What follows belongs to an exercise in optimizing a design on an open flow for small area, a short achievable clock period and few clock cycles per item; a production flow would make more cautious choices.
Where RTL was checked, it was by simulation tests only, not by an equivalence proof against the original.
No activity file was given, so power comes from the tool's default toggle rates.

==> flow/design.v <==
module netblk_rx (
    input  wire        clk,
    input  wire        rst,
    input  wire        in_valid,
    output wire        in_ready,
    input  wire [31:0] in_data,
    input  wire [2:0]  in_nbytes,    
    input  wire        in_last,
    output wire        res_valid,
    input  wire        res_ready,
    output reg  [2:0]  res_kind,
    output reg  [31:0] res_src,
    output reg  [7:0]  res_type,
    output reg  [15:0] res_id,
    output reg  [15:0] res_seq,
    output reg  [10:0] res_dlen,
    output reg  [1:0]  res_rstat,
    output reg  [15:0] res_ip_csum,
    output reg  [15:0] res_icmp_csum
);
    localparam [10:0] CNT0 = 11'd2020;    
    function [15:0] oc_add;
        input [15:0] a;
        input [15:0] b;
        reg   [15:0] g, p, g1, p1, g2, p2, g3, p3, g4;
        integer i;
        begin
            g = a & b;
            p = a ^ b;
            for (i = 0; i < 16; i = i + 1) begin
                g1[i] = g[i]  | (p[i]  & g[(i + 15) % 16]);
                p1[i] = p[i]  & p[(i + 15) % 16];
            end
            for (i = 0; i < 16; i = i + 1) begin
                g2[i] = g1[i] | (p1[i] & g1[(i + 14) % 16]);
                p2[i] = p1[i] & p1[(i + 14) % 16];
            end
            for (i = 0; i < 16; i = i + 1) begin
                g3[i] = g2[i] | (p2[i] & g2[(i + 12) % 16]);
                p3[i] = p2[i] & p2[(i + 12) % 16];
            end
            for (i = 0; i < 16; i = i + 1)
                g4[i] = g3[i] | (p3[i] & g3[(i + 8) % 16]);
            for (i = 0; i < 16; i = i + 1)
                oc_add[i] = p[i] ^ g4[(i + 15) % 16];
        end
    endfunction
    function [15:0] oc_add3;
        input [15:0] a;
        input [15:0] b;
        input [15:0] c;
        reg   [15:0] s, y;
        begin
            s = a ^ b ^ c;
            y = (a & b) | (a & c) | (b & c);
            oc_add3 = oc_add(s, {y[14:0], y[15]});
        end
    endfunction
    reg        rdy;        
    reg        v1;
    reg [31:0] d1;
    reg [2:0]  nb1;
    reg        l1;
    reg        done;       
    reg        qv;         
    reg        icmp;       
    reg [2:0]  k2;         
    assign in_ready  = rdy;
    assign res_valid = done;
    wire accept = in_valid && rdy;
    wire c2     = v1 && !done;                
    wire take   = done && res_ready;
    wire absorb = v1 && done && !l1 && !qv;
    wire v1_next   = (v1 && !c2 && !absorb) || accept;
    wire l1_next   = accept ? in_last : l1;
    wire qv_next   = absorb || (qv && !c2);
    wire done_next = (c2 && l1) || (done && !res_ready);
    always @(posedge clk) begin
        if (rst) begin
            rdy  <= 1'b1;
            v1   <= 1'b0;
            done <= 1'b0;
            qv   <= 1'b0;
            k2   <= 3'd0;
        end else begin
            rdy  <= !(done_next && v1_next && (l1_next || qv_next));
            v1   <= v1_next;
            done <= done_next;
            qv   <= qv_next;
            if ((c2 && l1))
                k2 <= 3'd0;
            else if ((c2 || absorb) && k2 != 3'd7)
                k2 <= k2 + 3'd1;
        end
    end
    wire [2:0] k2p1   = (k2 == 3'd7) ? 3'd7 : k2 + 3'd1;
    wire [2:0] kin    = v1 ? (l1 ? 3'd0 : k2p1) : k2;
    wire       in_any = !rdy || kin == 3'd0 || kin == 3'd1 || kin == 3'd4 ||
                        (kin[2] && kin[1] && !icmp);
    wire       in_at6 = (kin == 3'd6);
    wire       in_hdr = (kin == 3'd2) || (kin == 3'd3) || (kin == 3'd5);
    wire       in_zero = in_any || (in_at6 && !in_nbytes[2]) || (in_last && in_hdr);
    reg [31:0] in_masked;
    always @(*) begin
        if (in_zero)
            in_masked = 32'h0000_0000;
        else
            case (in_nbytes)
                3'd0:    in_masked = 32'h0000_0000;
                3'd1:    in_masked = in_data & 32'hFF00_0000;
                3'd2:    in_masked = in_data & 32'hFFFF_0000;
                3'd3:    in_masked = in_data & 32'hFFFF_FF00;
                default: in_masked = in_data;
            endcase
    end
    always @(posedge clk) begin
        d1 <= in_masked;
        if (accept) begin
            nb1 <= in_nbytes;
            l1  <= in_last;
        end
    end
    wire [31:0] w = d1;
    wire [10:0] kb    = res_dlen;
    wire [8:0]  kk    = kb[10:2];                   
    wire        at2   = (k2 == 3'd2);
    wire        at3   = (k2 == 3'd3);
    wire        at4   = (k2 == 3'd4);
    wire        at5   = (k2 == 3'd5);
    wire        at6   = (k2 == 3'd6);
    wire        data  = (k2 == 3'd7);
    wire        full  = nb1[2];                     
    wire        lt20  = !k2[2] || (at4 && !full);
    wire        neg   = !data && !(at6 && full);    
    wire        big   = data && (kk > 9'd368 || (kk == 9'd368 && nb1 != 3'd0));
    wire [3:0]  clo   = {1'b0, kb[2:0]} + {1'b0, nb1};
    reg  [7:0]  chi;
    integer j;
    always @(*) begin
        for (j = 0; j < 8; j = j + 1)
            chi[j] = kb[3 + j] ^ (clo[3] & (&(kb[3 +: 8] | (8'hFF << j))));
    end
    wire [10:0] cnt_n = {chi, clo[2:0]};
    wire        ge3     = icmp && !neg;
    wire        is_req  = ge3 && (res_type == 8'd8);
    wire        src_lb  = (res_src[31:24] == 8'd127);
    wire        send_ok = is_req && !big && src_lb;
    wire        last    = l1;
    wire [15:0] af    = oc_add3(res_icmp_csum, w[31:16], w[15:0]);
    wire [15:0] ibase = res_ip_csum;
    wire [3:0]  ilo   = {1'b0, ibase[2:0]} + {1'b0, nb1};
    reg  [12:0] ihi;
    integer m;
    always @(*) begin
        for (m = 0; m < 13; m = m + 1)
            ihi[m] = ibase[3 + m] ^ (ilo[3] & (&(ibase[3 +: 13] | (13'h1FFF << m))));
    end
    wire        icy   = ilo[3] & (&ibase[15:3]);
    wire [15:0] if1   = icy ? {13'd0, ilo[2:0] + 3'd1} : {ihi, ilo[2:0]};
    always @(posedge clk) begin
        if (c2) begin
            if (at2) icmp <= (d1[23:16] == 8'd1);
            if (at3 || (last && lt20))     res_src  <= d1;
            if (at5 || (last && !ge3))     res_type <= d1[31:24];
            if (at6 || (last && !ge3)) begin
                res_id  <= d1[31:16];
                res_seq <= d1[15:0];
            end
            res_dlen <= (last && !ge3) ? 11'd0 : cnt_n;
        end
        if (rst || take)
            res_dlen <= (qv_next && !rst) ? CNT0 + 11'd4 : CNT0;
        if (c2) begin
            if (last)              res_icmp_csum <= send_ok ? ~af : 16'd0;
            else if (at2)          res_icmp_csum <= 16'h0413;
            else if (at5)          res_icmp_csum <= 16'd0;
            else                   res_icmp_csum <= af;
            if (last)              res_ip_csum <= send_ok ? ~if1 : 16'd0;
            else if (at3)          res_ip_csum <= af;
            else                   res_ip_csum <= if1;
            if (last) begin
                res_kind  <= lt20                   ? 3'd0 :
                             !icmp                  ? 3'd1 :
                             neg                    ? 3'd2 :
                             (res_type == 8'd8)     ? 3'd3 :
                             (res_type == 8'd0)     ? 3'd4 : 3'd5;
                res_rstat <= !is_req ? 2'd0 :
                             big     ? 2'd2 :
                             !src_lb ? 2'd1 : 2'd0;
            end
        end
    end
endmodule
export LEC_CHECK = 0
export CAP_MARGIN = 20
export CORE_MARGIN = 2
export CORE_UTILIZATION = 70
export SLEW_MARGIN = 20
create_clock -name core_clock -period 12.0 [get_ports {clk}]
standard.sh (not shown) runs the stock make flow with config.mk's settings and CLKGATE_MAP_FILE= SYNTH_SCRIPT=/design/flow/synth_recipe.tcl, a recipe that flattens the netlist after the stock synthesis.
==> flow/flow/run.sh <==
#!/bin/bash
# Standard synthesis, then the standard layout with: plain buf_1 port
# buffers instead of the delay buffers buffer_ports picks by default; a
# clock tree of clkbuf_8 leaves under a clkbuf_16 root; and timing repair
# aiming at a setup slack of 8.55 ns.
set -euo pipefail
bash standard.sh synth > synth.log 2>&1
bash standard.sh \
  BUFFER_PORTS_ARGS="-buffer_cell sky130_fd_sc_hd__buf_1" \
  CTS_ARGS="-sink_clustering_enable -repair_clock_nets -buf_list sky130_fd_sc_hd__clkbuf_8 -root_buf sky130_fd_sc_hd__clkbuf_16" \
  SETUP_SLACK_MARGIN=8.55 \
  finish > layout.log 2>&1
The first run produced a clean layout.
Then changed:
--- a/flow/design.v
+++ b/flow/design.v
@@ -90,19 +90,17 @@
             if ((c2 && l1))
                 k2 <= 3'd0;
             else if ((c2 || absorb) && k2 != 3'd7)
                 k2 <= k2 + 3'd1;
         end
     end
-    wire [2:0] k2p1   = (k2 == 3'd7) ? 3'd7 : k2 + 3'd1;
-    wire [2:0] kin    = v1 ? (l1 ? 3'd0 : k2p1) : k2;
-    wire       in_any = !rdy || kin == 3'd0 || kin == 3'd1 || kin == 3'd4 ||
-                        (kin[2] && kin[1] && !icmp);
-    wire       in_at6 = (kin == 3'd6);
-    wire       in_hdr = (kin == 3'd2) || (kin == 3'd3) || (kin == 3'd5);
-    wire       in_zero = in_any || (in_at6 && !in_nbytes[2]) || (in_last && in_hdr);
+    wire [2:0] k2p1 = (k2 == 3'd7) ? 3'd7 : k2 + 3'd1;
+    wire       in_lt6 = v1 ? (l1 || k2 < 3'd5)     : (k2 < 3'd6);
+    wire       in_at6 = v1 ? (!l1 && k2p1 == 3'd6) : (k2 == 3'd6);
+    wire       in_zero = !rdy ||
+                         (in_last && (in_lt6 || (in_at6 && !in_nbytes[2]) || !icmp));
     reg [31:0] in_masked;
     always @(*) begin
         if (in_zero)
             in_masked = 32'h0000_0000;
         else
             case (in_nbytes)
Outcome: Die area is about the same; final cell count drops by about 3%; final area drops by 0.45%; worst setup slack improved by 0.018 ns; power climbs by about 22%; combinational power climbs by 130%.
Testbench counts after the change, summed over its fixed seeds: cycles 117,999, packets 3,200.
Only the layout flow was run in the first run of this note; the RTL was not checked for function there.

-- afterwards: timing with drivers on the ports --
The flow's constraints put no driver on any port. The routed layouts listed below were extracted and timed again, unchanged, in two steps. Step 1: set_driving_cell puts a clkbuf_16 on clk and a buf_2 on each other input, an assumption about the parent block. Step 2 moves the port delays by t, midway between the first and last clock arrival at a register: inputs arrive t later, outputs are due t later. That takes back most of the time a late clock gives input paths. a / b / c = ideal / step 1 / step 2; a / b = the first two.
run | t (ns) | setup WS [ns] | clock arrival spread, ns
the first run | 0.434 | 8.553 / 8.511 / 8.180 | 0.016 / 0.016
the second run | 0.427 | 8.571 / 8.531 / 8.167 | 0.016 / 0.017
After both steps setup and hold are still met in every run listed. The setup slack of the second run, which loses most, moves by -0.040 ns with the drivers and by -0.404 ns with both steps.
